Source: an optimization exercise on an open RTL-to-GDS flow (aim: small area). Production flows keep margins and buffers that such runs may drop. Where RTL was checked, it was by simulation tests only, not by an equivalence proof against the original. No functional check of the RTL was part of run 2. The clock port is modelled as an ideal driver; clocking choices that lean on that would not hold on a real chip. No activity file was given, so power comes from the tool's default toggle rates.

### design.v
module psre (
    input  wire        clk,
    input  wire        rst,             
    input  wire        bind_ok,         
    input  wire        irq_supported,   
    input  wire        polled_fallback, 
    input  wire        ack_latch,       
    input  wire        cmd_valid,
    output wire        cmd_ready,
    input  wire [23:0] cmd,
    output reg         rsp_valid,
    output wire [23:0] rsp,
    output wire [18:0] line_oe,
    output wire [18:0] line_out,
    input  wire [18:0] line_in,
    input  wire        ack_edge,
    output wire        irq_out,
    output wire        irq_src_en,
    output wire        init_done,
    output wire        init_ok,
    output wire        polled,
    output wire [7:0]  fail_reason,
    output wire [15:0] misuse_count
);
    localparam [3:0] OP_WDATA   = 4'h1,
                     OP_RDATA   = 4'h2,
                     OP_RCTRL   = 4'h3,
                     OP_WCTRL   = 4'h4,
                     OP_FROB    = 4'h5,
                     OP_RSTAT   = 4'h6,
                     OP_IRQEN   = 4'h7,
                     OP_IRQDIS  = 4'h8,
                     OP_DFWD    = 4'h9,
                     OP_DREV    = 4'hA,
                     OP_SAVE    = 4'hB,
                     OP_RESTORE = 4'hC,
                     OP_INITDEF = 4'hD;
    reg        done;
    reg  [1:0] ph;
    reg  [3:0] lc;          
    reg        bd;          
    reg  [7:0] ld;          
    wire       pre;         
    reg        gate;        
    reg        pend;        
    reg [15:0] mc;          
    reg  [1:0] rs;          
    reg        ra;          
    reg  [7:0] rb;          
    wire ready = done & ~ph[1];
    assign pre = done & ph[0];
    assign init_done    = done;
    assign init_ok      = ready;
    assign polled       = ready & ~irq_supported;
    assign fail_reason  = {3'b000, done & ph[1], 2'b00,
                           done & ph[1] & ~ph[0] & bind_ok, done & ph[1] & ph[0]};
    assign irq_src_en   = gate & irq_supported;
    assign irq_out      = ready & pend & gate & irq_supported;
    assign misuse_count = mc;
    wire drive_bd = ready | (~done & (ph != 2'b00));
    wire doe      = ready & ~bd & ~pre;
    assign line_oe  = {6'b000000, {8{doe}}, drive_bd, {4{ready}}};
    assign line_out = {6'b000000, ld, bd & ~pre, lc};
    wire [7:0] ctrl_view = {2'b00, bd, gate, ~lc[3], lc[2], ~lc[1], ~lc[0]};
    wire [7:0] data_view = bd ? line_in[12:5] : ld;
    wire [7:0] stat_view = {~line_in[17], line_in[16:13], 3'b000};
    assign rsp = {6'b000000, rs[1] & ~ra, rs[0],
                  2'b00, ra & rs[1] & bd, ra & rs[1] & gate,
                  ra & (~rs[1] | ~lc[3]), ra & (~rs[1] | lc[2]),
                  ra & rs[1] & ~lc[1], ra & rs[1] & ~lc[0],
                  rb};
    wire [3:0] op = cmd[23:20];
    wire [7:0] ca = cmd[15:8];
    wire [7:0] cb = cmd[7:0];
    wire is_wdata = op == OP_WDATA;
    wire is_rdata = op == OP_RDATA;
    wire is_rctrl = op == OP_RCTRL;
    wire is_wctrl = op == OP_WCTRL;
    wire is_frob  = op == OP_FROB;
    wire is_rstat = op == OP_RSTAT;
    wire is_irqen = op == OP_IRQEN;
    wire is_irqdis= op == OP_IRQDIS;
    wire is_dfwd  = op == OP_DFWD;
    wire is_drev  = op == OP_DREV;
    wire is_save  = op == OP_SAVE;
    wire is_rest  = op == OP_RESTORE;
    wire is_idef  = op == OP_INITDEF;
    wire uses_a = is_frob | is_rest;
    wire uses_b = is_wdata | is_wctrl | is_frob | is_rest;
    wire illegal = (op == 4'h0) || (op == 4'hE) || (op == 4'hF) ||
                   (cmd[19:16] != 4'h0) ||
                   (!uses_a && (ca != 8'h00)) ||
                   (!uses_b && (cb != 8'h00));
    wire go = ready & ~illegal;            
    wire       wc = is_wctrl | is_frob | is_rest;
    wire [7:0] wn = is_frob ? ((ctrl_view & ~ca) ^ cb) : is_rest ? ca : cb;
    wire       new_bd = wc ? wn[5] : is_dfwd ? 1'b0 : is_drev ? 1'b1 : bd;
    wire hold = cmd_valid & go & (new_bd != bd) & ~pre;
    assign cmd_ready = ~hold;
    wire acc  = cmd_valid & ~hold;
    wire run  = acc & go;
    wire misuse = (is_wdata & bd) | ((is_rdata | is_save) & ~bd) | (is_rest & ca[5]);
    wire wdat   = (is_wdata & ~bd) | (is_rest & ~ca[5]);
    wire new_gate = wc ? wn[4] : is_irqen ? 1'b1 : is_irqdis ? 1'b0 : gate;
    wire [16:0] mcc;
    wire [15:0] mcs;
    assign mcc[0] = run & misuse & ~(&mc);
    genvar gi;
    generate for (gi = 0; gi < 16; gi = gi + 1) begin : g_mc
        assign mcs[gi]     = mc[gi] ^ mcc[gi];
        assign mcc[gi + 1] = mc[gi] & mcc[gi];
    end endgenerate
    always @(posedge clk) begin
        if (rst) begin
            done <= 1'b0;
            ph   <= 2'b00;
        end else if (!done) begin
            case (ph)
                2'b00: if (bind_ok) ph <= 2'b01;
                       else begin done <= 1'b1; ph <= 2'b10; end
                2'b01: ph <= {1'b1, line_in[18]};
                2'b10: begin done <= 1'b1; ph <= 2'b11; end
                2'b11: begin
                    done <= 1'b1;
                    if (line_in[18])
                        ph <= 2'b11;
                    else if (irq_supported | polled_fallback)
                        ph <= 2'b00;
                    else
                        ph <= 2'b10;
                end
            endcase
        end else if (!ph[1])
            ph[0] <= hold;              
        rsp_valid <= ~rst & acc;
        mc        <= ready ? mcs : 16'h0000;
        rs <= ~done ? 2'b00 : illegal ? 2'b10 : ~ready ? 2'b11 :
              is_save ? {1'b1, ~bd} : {1'b0, misuse};
        ra <= go & (is_save | is_idef);
        rb <= ~go ? 8'h00 :
              (is_rdata | is_save) ? data_view :
              (is_rctrl | is_frob) ? ctrl_view :
              is_rstat ? stat_view : 8'h00;
        if (!ready) begin
            bd   <= ~done & (ph == 2'b00) & bind_ok;
            lc   <= 4'b0111;                   
            ld   <= 8'h00;
            gate <= 1'b0;
            pend <= 1'b0;
        end else begin
            if (run) begin
                if (wc)
                    lc <= {~wn[3], wn[2], ~wn[1], ~wn[0]};
                bd   <= new_bd;
                gate <= new_gate;
                if (wdat)
                    ld <= cb;
            end
            if (irq_out)
                pend <= 1'b0;
            if (ack_edge & irq_supported & (gate | ack_latch))
                pend <= 1'b1;
        end
    end
endmodule
### flow/run.sh
#!/bin/bash
# The standard layout with these changes:
#  - synthesis maps the logic with an area-oriented ABC script (flow/abc_area.script)
#    in place of ORFS's, and leaves the adders to ABC (no extract_fa / adder cells);
#    everything else in synthesis is the standard one
#  - the port buffers are the smallest buffer
#  - the clock tree is built without dummy loads, and its root buffer, which only
#    drives the leaf buffers, is a small one (flow/cts_post.tcl)
#  - one tie cell drives all the constant outputs (no repair_tie_fanout)
set -euo pipefail
W=$PWD
rm -rf "$W/scripts_area"
cp -r "$FLOW_HOME/scripts" "$W/scripts_area"
cp "$W/flow/abc_area.script" "$W/scripts_area/abc_area.script"
export BUFFER_PORTS_ARGS="-buffer_cell sky130_fd_sc_hd__buf_1"
export CTS_ARGS="-sink_clustering_enable -repair_clock_nets -sink_clustering_size 64 -sink_clustering_max_diameter 500 -buf_list sky130_fd_sc_hd__clkbuf_8 -dont_use_dummy_load"
export POST_CTS_TCL="$W/flow/cts_post.tcl"
bash standard.sh SCRIPTS_DIR="$W/scripts_area" ABC_AREA=1 ADDER_MAP_FILE= synth > synth.log 2>&1
bash standard.sh SKIP_REPAIR_TIE_FANOUT=1 > standard.log 2>&1
### flow/abc_area.script
strash
&get -n
&deepsyn -T 30
&put
dch -f
amap
topo
### flow/cts_post.tcl
# Sourced at the end of ORFS's CTS step (POST_CTS_TCL). The clock tree's root
# buffer only drives the few leaf buffers, so it gets the small clock buffer.
proc psre_small_clock_root { master_name } {
  set block [ord::get_db_block]
  set its [[$block findNet clk] getITerms]
  if { [llength $its] != 1 } { puts "psre_small_clock_root: the clock port drives [llength $its] pins; left as it is"; return }
  set root [[lindex $its 0] getInst]
  if { ![string match "sky130_fd_sc_hd__clkbuf_*" [[$root getMaster] getName]] } { puts "psre_small_clock_root: the clock port does not drive a clock buffer; left as it is"; return }
  set fanout 0
  foreach it [[[$root findITerm X] getNet] getITerms] {
    if { [$it isInputSignal] } { incr fanout }
  }
  if { $fanout > 4 } { puts "psre_small_clock_root: the root drives $fanout pins; left as it is"; return }
  puts "psre_small_clock_root: [$root getName] [[$root getMaster] getName] -> $master_name (fanout $fanout)"
  replace_cell [get_cells [$root getName]] $master_name
  detailed_placement
  check_placement -verbose
  estimate_parasitics -placement
}
psre_small_clock_root sky130_fd_sc_hd__clkbuf_2
### standard.sh
#!/bin/bash
# synth_recipe.tcl (not shown) runs the flow's synth.tcl, then flattens the netlist and writes it again
# the make line also repeats each setting of config.mk as NAME=value (left out here)
make -C /OpenROAD-flow-scripts/flow DESIGN_CONFIG=/design/flow/config.mk WORK_HOME=/design/flow/orfs CLKGATE_MAP_FILE= SYNTH_SCRIPT=/design/flow/synth_recipe.tcl "${@:-finish}"
### config.mk
export PLATFORM = sky130hd
export DESIGN_NAME = psre
export DESIGN_NICKNAME = psre
export VERILOG_FILES = /design/flow/design.v
export SDC_FILE = /design/flow/constraint.sdc
export NUM_CORES = 4
export LEC_CHECK = 0
export CAP_MARGIN = 20
export CORE_MARGIN = 2
export CORE_UTILIZATION = 40
export SLEW_MARGIN = 20
### constraint.sdc
create_clock -name core_clock -period 10.0 [get_ports {clk}]
set_input_delay 2.0000 -clock core_clock [delete_from_list [all_inputs] [get_ports {clk}]]
set_output_delay 2.0000 -clock core_clock [all_outputs]
set_load 0.01 [all_outputs]
==> metrics.md, run 1 <==
| Metric | Value |
|---|---|
| Outcome | `no timing/DRC/antenna violations` |
| Data required time at the worst endpoint | `8.00 ns` |
| Port bufs | `between 100 and 150` |
| Post-synthesis compound-gate area fraction | `19.7%` |
| Fmax achieved | `0.155 GHz` |
| Ys flop type | `dfxtp_1` |
| Crit path from | `cmd[5]` |
| Synth Instances | `between 300 and 400` |
| Worst path cell trace | `buf_1 > or4_1 > nor2_1 > a21oi_1 > nor3_1 > a21oi_1 > a2111oi_0 > clkinv_1 > nor2_1 > o221ai_1 > nand3_1 > buf_1` |
| Area of the multi-input gates | `around 1100 um2` |
| Internal | `243 uW` |
| DRC | `0` |
| Adder-cell area share of the yosys netlist | `0%` |
| Final hold viol count | `0` |
| Synthesized area per cell | `7.50 um2` |
| Die Wd | `82.1 um` |
| Most common cell after layout, fill and taps aside | `buf_1` |
| Slowest CP cell | `or4_1` |
| Post-synth ARST share | `0%` |
| Dominant cells by area after synthesis | `dfxtp_1 37%, buf_4 12%, nor2_1 8.5%, clkinv_1 6.5%, nor3_1 5.1%` |
| Vias per cell | `5.15` |
| Sequential cell area | `931 um2` |
| Synth area leader | `dfxtp_1` |
| Cell depth of the worst flop-to-flop path | `18` |
| Worst Path Max Fanout | `4` |
| WL/cell | `approximately 13 um` |
| Synth Area in Simple Gates | `23.5%` |
| Clock sink total | `46` |
| Clock Skew | `0.0183 ns` |
| End of the critical path | `cmd_ready` |
| Reg2reg start | `bd` |
| Fin cells | `480` |
| Setup TNS | `0 ns` |
| Filler cells | `roughly 650` |
| Peak VDD IR | `slightly below 0.00005 V` |
| Area Growth Syn to Fin | `12.0%` |
| Area fraction of the dominant cell type after synthesis | `between 30 and 40%` |
| Clock network fraction of total power | `roughly 27%` |
| Antenna fix cells | `0` |
| Endpoint class of the critical path | `output port` |
| DIE HEIGHT | `82.1 um` |
| Vias in the first global route | `2048` |
| Crit path DAT | `4.47 ns` |
| Tightest Pin Transition | `0.913 ns` |
| CP delay by family, top | `simple AND/OR/NAND/NOR gates` |
| Routed wire length | `6340 um` |
| Register area share after synthesis | `38.2%` |
| Core area | `a little under 6000 um2` |
| Via Count | `about 2500` |
| Register-to-register setup slack | `6.10 ns` |
| Static Leak | `between 0.8 and 0.9 nW` |
| EDFF count, synth | `1` |
| Clk Latency, worst-skew pair | `0.36 ns` |
| Post-synthesis mux area share | `0%` |
| Placer Congestion | `roughly 0.89` |
| CTS tree | `done` |
| Crit. path cell count | `12` |
| Unique masters post-synth | `34` |
| Syn Nets | `376` |
| Final setup vio count | `0` |
| PD cells | `126 nW/um2` |
| NetSw | `roughly 100 uW` |
| Initial antenna violation count | `0` |
| Setup CP Type | `input pin to output port` |
| Fin. max-slew vios | `0` |
| Reg2reg end | `mc[14]` |
| Comb power frac | `roughly 17%` |
| Drt first pass iters | `5` |
| Total Routing Usage GR | `17.9%` |
| Layout net count | `458` |
| Post-route clock period utilization | `64.7%` |
| ANT nets after route | `0` |
| Clock period minus worst slack | `roughly 6.5 ns` |
| Hpwl dp | `around 5000 um` |
| Flops & latches, synth | `46` |
| Seq pwr share | `approximately 55%` |
| RSZ-0062 raised after global routing | `false` |
| Max Cap Viol | `0` |
| Yosys Warn Count | `1` |
| Mapped cell area | `roughly 2400 um2` |
| Starting Density | `41.2%` |
| Buf/Inv on CP | `3` |
| Worst hold path class | `flip-flop to flip-flop` |
| Sw frac | `29.2%` |
| Relative slew slack | `38.7%` |
| # IOs | `144` |
| 1st-iter DRT viols | `190` |
| Full die area | `roughly 6700 um2` |
| Startpoint types | `input pin` |
| Placed insts | `475` |
| Largest net degree at the start of global routing | `26` |
| # rows | `28` |
| Leading cell types in the layout, fill and taps excluded | `113 x buf_1, 55 x nor2_1, 45 x dfxtp_1, 42 x clkinv_1, 25 x nor3_1` |
| CTS clk-pin slew, worst paths | `0.09 ns` |
| Layout cells sized above 1 | `1.48%` |
| Main combinational cell family by area after synthesis | `simple AND/OR/NAND/NOR gates` |
| Post-Synth XOR/XNOR Area | `0%` |
| Grt ovf | `0` |
| Crit-path max cell delay | `0.54 ns` |
| First-pass GRT wire length | `9380 um` |
[layout make-up]
class / count / share of cell area, %
timing repair buffer: 114 / 15.8
multi-input combinational: 198 / 38.7
sequential: 46 / 34.1
inverter: 42 / 5.77
tap: 75 / 3.44
clock buffer: 5 / 2.20
[cells in the mapped netlist, types with 4 or more instances]
library cell   n
buf_4         39
nor2_1        55
a222oi_1       4
o21a_1         6
nand3_1       10
nor3_1        25
o21ai_0       22
nand4_1        5
dfxtp_1       45
a22oi_1        5
a31oi_1        5
a21oi_1        8
nand2_1       16
clkinv_1      42
a211oi_1       5
[sequential cells by signal, summed over array words and instances, names as in the netlist]
signal,flops
mc,16
gate,1
bd,1
rb,8
pend,1
lc,4
rsp_valid,1
ra,1
done,1
rs,2
ph,2
ld,8
[cell families after synthesis]
kind of cell           count (synthesis)
AND/OR/NAND/NOR                      126
buffers and inverters                 81
AO/OA/AOI/OAI                         71
flip-flops                            46
other                                  1
[power by group through the flow]
stage	logic [mW]	registers [mW]	clock network, mW
6_report	0.0591	0.190	0.0937
5_1_grt	0.0664	0.190	0.106
3_5_place_dp	0.0588	0.194	0
3_3_place_gp	0.0588	0.194	0
2_1_floorplan	0.0509	0.194	0
[routing by layer]
metal  up-vias  GRT usage [%]  part of all wire (%)
li1       1257              -                     -
met1      1118           23.1                    47
met2        88           29.5                    46
met3         8           4.95                   6.7
met4         0           4.67                   1.1
met5         -              0                     0
[worst min-delay path by stage]
stage | startpoint | endpoint | slack, ns | cells past startpoint
6_report | mc[6] | mc[6] | 0.49 | 2
5_1_grt | mc[15] | mc[15] | 0.52 | 2
3_5_place_dp | mc[6] | mc[6] | 0.48 | 2
3_3_place_gp | mc[5] | mc[5] | 0.48 | 1
2_1_floorplan | gate | rb[4] | 0.49 | 2
[worst reg2reg max path, stage by stage, from the launching register on]
cell      delay [ns]
edfxtp_1        0.41
clkinv_1        0.24
nor3_1          0.23
nand2_1         0.06
o21ai_0         0.06
o21ai_0         0.13
o21ai_0         0.15
o221ai_1        0.26
nor2b_1         0.23
o311ai_0        0.26
nor3_1          0.41
nand2_1         0.14
nor2_1          0.19
nand2_1         0.12
nor2b_1         0.21
and3_1          0.24
nand3_1         0.08
nor3b_1         0.25
nor3_1          0.08
[stage by stage]
| step | hold slack (ns) | worst slack [ns] | util, % | instance area, um2 | power (mW) |
|---|---|---|---|---|---|
| after global routing | 0.524 | 3.24 | 46.1 | 2730 | 0.363 |
| after global placement | 0.480 | 3.54 | 45.1 | 2670 | 0.253 |
| after floorplan | 0.490 | 4.14 | - | 2440 | 0.245 |
| final | 0.493 | 3.53 | 46.1 | 2730 | 0.343 |
| after detailed placement | 0.483 | 3.56 | 45.1 | 2670 | 0.253 |
==> run 2: changes to the inputs <==
--- a/design.v
+++ b/design.v
@@ -134,5 +134,5 @@
             ph[0] <= hold;              
         rsp_valid <= ~rst & acc;
-        mc        <= ready ? mcs : 16'h0000;
+        mc        <= done ? mcs : 16'h0000;
         rs <= ~done ? 2'b00 : illegal ? 2'b10 : ~ready ? 2'b11 :
               is_save ? {1'b1, ~bd} : {1'b0, misuse};
@@ -142,6 +142,6 @@
               (is_rctrl | is_frob) ? ctrl_view :
               is_rstat ? stat_view : 8'h00;
-        if (!ready) begin
-            bd   <= ~done & (ph == 2'b00) & bind_ok;
+        if (!done) begin
+            bd   <= (ph == 2'b00) & bind_ok;
             lc   <= 4'b0111;                   
             ld   <= 8'h00;
@@ -159,5 +159,5 @@
             if (irq_out)
                 pend <= 1'b0;
-            if (ack_edge & irq_supported & (gate | ack_latch))
+            if (ack_edge & ready & irq_supported & (gate | ack_latch))
                 pend <= 1'b1;
         end
==> metrics.md, run 2 <==
| Metric | Value |
|---|---|
| Outcome | `no timing/DRC/antenna violations (unchanged)` |
| Worst hold path class | `flip-flop to flip-flop (unchanged)` |
| # rows | `28 (unchanged)` |
| Setup CP Type | `input pin to output port (unchanged)` |
| Most frequent cells after synthesis | `57 x nor2_1, 45 x dfxtp_1, 43 x clkinv_1 (was 55 x nor2_1, 45 x dfxtp_1, 42 x clkinv_1)` |
| Crit-path max cell delay | `0.43 ns (was 0.54 ns)` |
| Largest net degree at the start of global routing | `26 (unchanged)` |
| Fin. max-slew vios | `0 (unchanged)` |
| Layout cells sized above 1 | `1.68% (was 1.48%)` |
| Vias in the first global route | `2365 (was 2048)` |
| Peak VDD IR | `0.0000891 V (was 0.0000496 V)` |
| Hpwl dp | `5310 um (was 5020 um)` |
| Final hold viol count | `0 (unchanged)` |
| Layout net count | `470 (was 458)` |
| Tightest Pin Transition | `1.01 ns (was 0.913 ns)` |
| Max Cap Viol | `0 (unchanged)` |
| Initial antenna violation count | `0 (unchanged)` |
| Area Growth Syn to Fin | `12.0% (about the same)` |
| EDFF count, synth | `1 (unchanged)` |
| Clock Skew | `0.0234 ns (was 0.0183 ns)` |
| Synth Instances | `336 (was 325)` |
| Routed wire length | `6800 um (was 6340 um)` |
| Total power | `348 uW (was 343 uW)` |
| Data required time at the worst endpoint | `8.00 ns (about the same)` |
| Yosys Warn Count | `1 (unchanged)` |
| Synth area leader | `dfxtp_1 (unchanged)` |
| Setup TNS | `0 ns (unchanged)` |
| Worst Path Max Fanout | `12 (was 4)` |
| RSZ-0062 raised after global routing | `false (unchanged)` |
| Final setup vio count | `0 (unchanged)` |
| WL/cell | `13.8 um (was 13.2 um)` |
| Relative slew slack | `32.0% (was 38.7%)` |
| Syn Nets | `387 (was 376)` |
| Endpoint class of the critical path | `output port (unchanged)` |
| Flops & latches, synth | `46 (unchanged)` |
| Area fraction of the dominant cell type after synthesis | `36.0% (was 37.0%)` |
| ANT nets after route | `0 (unchanged)` |
| Crit path DAT | `4.52 ns (was 4.47 ns)` |
| Mapped cell area | `2500 um2 (was 2440 um2)` |
| PD cells | `124 nW/um2 (was 126 nW/um2)` |
| Via Count | `2550 (was 2471)` |
| Ys flop type | `dfxtp_1 (unchanged)` |
| 1st-iter DRT viols | `112 (was 190)` |
| Worst path cell trace | `buf_1 > clkinv_1 > nor2_1 > clkinv_1 > a21oi_1 > o21ai_0 > a31oi_1 > o21ai_0 > a21oi_1 > nand3_1 > buf_1 (was buf_1 > or4_1 > nor2_1 > a21oi_1 > nor3_1 > a21oi_1 > a2111oi_0 > clkinv_1 > nor2_1 > o221ai_1 > nand3_1 > buf_1)` |
| Port bufs | `113 (unchanged)` |
| Synthesized area per cell | `7.46 um2 (was 7.50 um2)` |
| Vias per cell | `5.18 (was 5.15)` |
| First-pass GRT wire length | `11300 um (was 9380 um)` |
| DRC | `0 (unchanged)` |
| Register-to-register setup slack | `6.01 ns (was 6.10 ns)` |
| Placer Congestion | `0.853 (was 0.890)` |
| Sequential cell area | `931 um2 (unchanged)` |
| CTS tree | `done (unchanged)` |
| Register area share after synthesis | `37.2% (was 38.2%)` |
| Largest registers | `mc x16, ld x8, rb x8 (unchanged)` |
| Antenna fix cells | `0 (unchanged)` |
| Most common cell after layout, fill and taps aside | `buf_1 (unchanged)` |
| Startpoint types | `input pin (unchanged)` |
| Max reg flops | `16 (unchanged)` |
| # IOs | `144 (unchanged)` |
| Area of the multi-input gates | `1120 um2 (was 1060 um2)` |
| Clock sink total | `46 (unchanged)` |
| Unique masters post-synth | `38 (was 34)` |
| Fin cells | `492 (was 480)` |
| Most common cell in the synthesized netlist | `nor2_1 (unchanged)` |
| Placed insts | `487 (was 475)` |
| Post-synth ARST share | `0% (unchanged)` |
| Slowest CP cell | `clkinv_1 (was or4_1)` |
| DIE HEIGHT | `83.1 um (was 82.1 um)` |
| Drt first pass iters | `4 (was 5)` |
| Grt ovf | `0 (unchanged)` |
| Dominant cells by area after synthesis | `dfxtp_1 36%, buf_4 12%, nor2_1 8.5%, clkinv_1 6.4%, nor3_1 3.6% (was dfxtp_1 37%, buf_4 12%, nor2_1 8.5%, clkinv_1 6.5%, nor3_1 5.1%)` |
| Leading cell types in the layout, fill and taps excluded | `113 x buf_1, 57 x nor2_1, 45 x dfxtp_1, 43 x clkinv_1, 21 x nand2_1 (was 113 x buf_1, 55 x nor2_1, 45 x dfxtp_1, 42 x clkinv_1, 25 x nor3_1)` |
| Clk Latency, worst-skew pair | `0.38 ns (was 0.36 ns)` |
| Full die area | `6910 um2 (was 6730 um2)` |
| Clock period minus worst slack | `6.52 ns (was 6.47 ns)` |
| CTS clk-pin slew, worst paths | `0.09 ns (about the same)` |
| Core area | `5990 um2 (was 5920 um2)` |
| Fmax achieved | `0.153 GHz (was 0.155 GHz)` |
| Filler cells | `646 (was 649)` |
| Die Wd | `83.1 um (was 82.1 um)` |
| Total Routing Usage GR | `19.7% (was 17.9%)` |
| Starting Density | `41.8% (was 41.2%)` |
| Top reg by flops | `mc (unchanged)` |
| Static Leak | `0.872 nW (was 0.850 nW)` |
| Post-route clock period utilization | `65.2% (was 64.7%)` |
## run 2: cell types whose count changed in the layout (fill, tap and decap cells not counted), sizes merged, moves of 3 or more
cell / delta
nor4: +9
nor3: -7
a21oi: +6
a221o: +6
nand2: +5
o21ai: -5
a22oi: -4
a222oi: -3
nand3: -3
o221ai: -3
or2: +3
## run 2: power breakdown
part | leakage (nW) | switching, mW | total, mW | internal, mW
registers | 0.374 | 0.00333 | 0.190 | 0.187
logic | 0.464 | 0.0441 | 0.0619 | 0.0178
clock network | 0.0329 | 0.0569 | 0.0951 | 0.0382
total | 0.872 | 0.104 | 0.348 | 0.243
## run 2: cell families (layout without fill, tap and decap cells)
kind of cell / after synthesis / count (layout) / synth area share (%)
and+or+nand+nor: 137 / 137 / 25.5
other: 1 / 1 / 0.150
AOI/OAI and AO/OA: 70 / 70 / 19.0
buffers and inverters: 82 / 163 / 18.1
DFF: 46 / 46 / 37.2
## run 2: final cells by class
class	instances	share of cell area (%)
multi-input combinational	208	39.9
clock buffer	5	2.14
timing repair buffer	115	15.7
sequential	46	33.2
tap	75	3.35
inverter	43	5.75
## run 2: worst max-delay path, delay by kind of cell
family                 cells  cell delay [ns]
AO/OA/AOI/OAI              5             0.95
buffers and inverters      4             1.09
AND/OR/NAND/NOR            2             0.47
## run 2: path summary, 6_finish.rpt
kind	start	to	cells past startpoint
setup / recovery	cmd[20]	cmd_ready	11
hold / removal	mc[3]	mc[3]	2
setup reg to reg	done	mc[13]	16
hold reg to reg	mc[3]	mc[3]	2
## run 2: layer usage
layer / up-vias / wire length (um) / GRT usage (%)
met2: 88 / 3190 / 33.7
met4: 0 / 42 / 3.43
met3: 6 / 504 / 5.17
met1: 1158 / 3070 / 25.3
li1: 1298 / - / -
met5: - / 0 / 0
## run 2: metrics by stage
step           setup WS, ns  utilization (%)  hold WS (ns)  area, um2
2_1_floorplan          4.63                -         0.443       2500
3_3_place_gp           3.50             45.8         0.454       2750
3_5_place_dp           3.50             45.8         0.463       2750
5_1_grt                3.13             46.8         0.505       2810
6_report               3.48             46.8         0.473       2810

[what the ideal ports hide]
The flow's constraints put no driver on any port. The routed layouts listed below were extracted and timed again, unchanged, in two steps. Step 1, drivers: a clkbuf_16 drives clk and a buf_2 each remaining input, both assumed. Step 2 moves the port delays by t, midway between the first and last clock arrival at a register: inputs arrive t later, outputs are due t later. That takes back most of the time a late clock gives input paths. Three values: no drivers, after step 1, after step 2; two values: the first two.
| run | shift t [ns] | setup slack, ns | worst setup path after step 2 | clock arrival spread, ns | worst register clock-pin slew, ns |
|---|---|---|---|---|---|
| run 1 | 0.378 | 3.530 / 3.509 / 3.509 | input to output | 0.019 / 0.019 | 0.09 / 0.09 |
| run 2 | 0.392 | 3.481 / 3.459 / 3.459 | input to output | 0.024 / 0.023 | 0.09 / 0.09 |
After both steps every run listed still meets setup and hold. The setup slack of run 2, which loses most, moves by -0.022 ns with the drivers and by -0.022 ns with both steps.
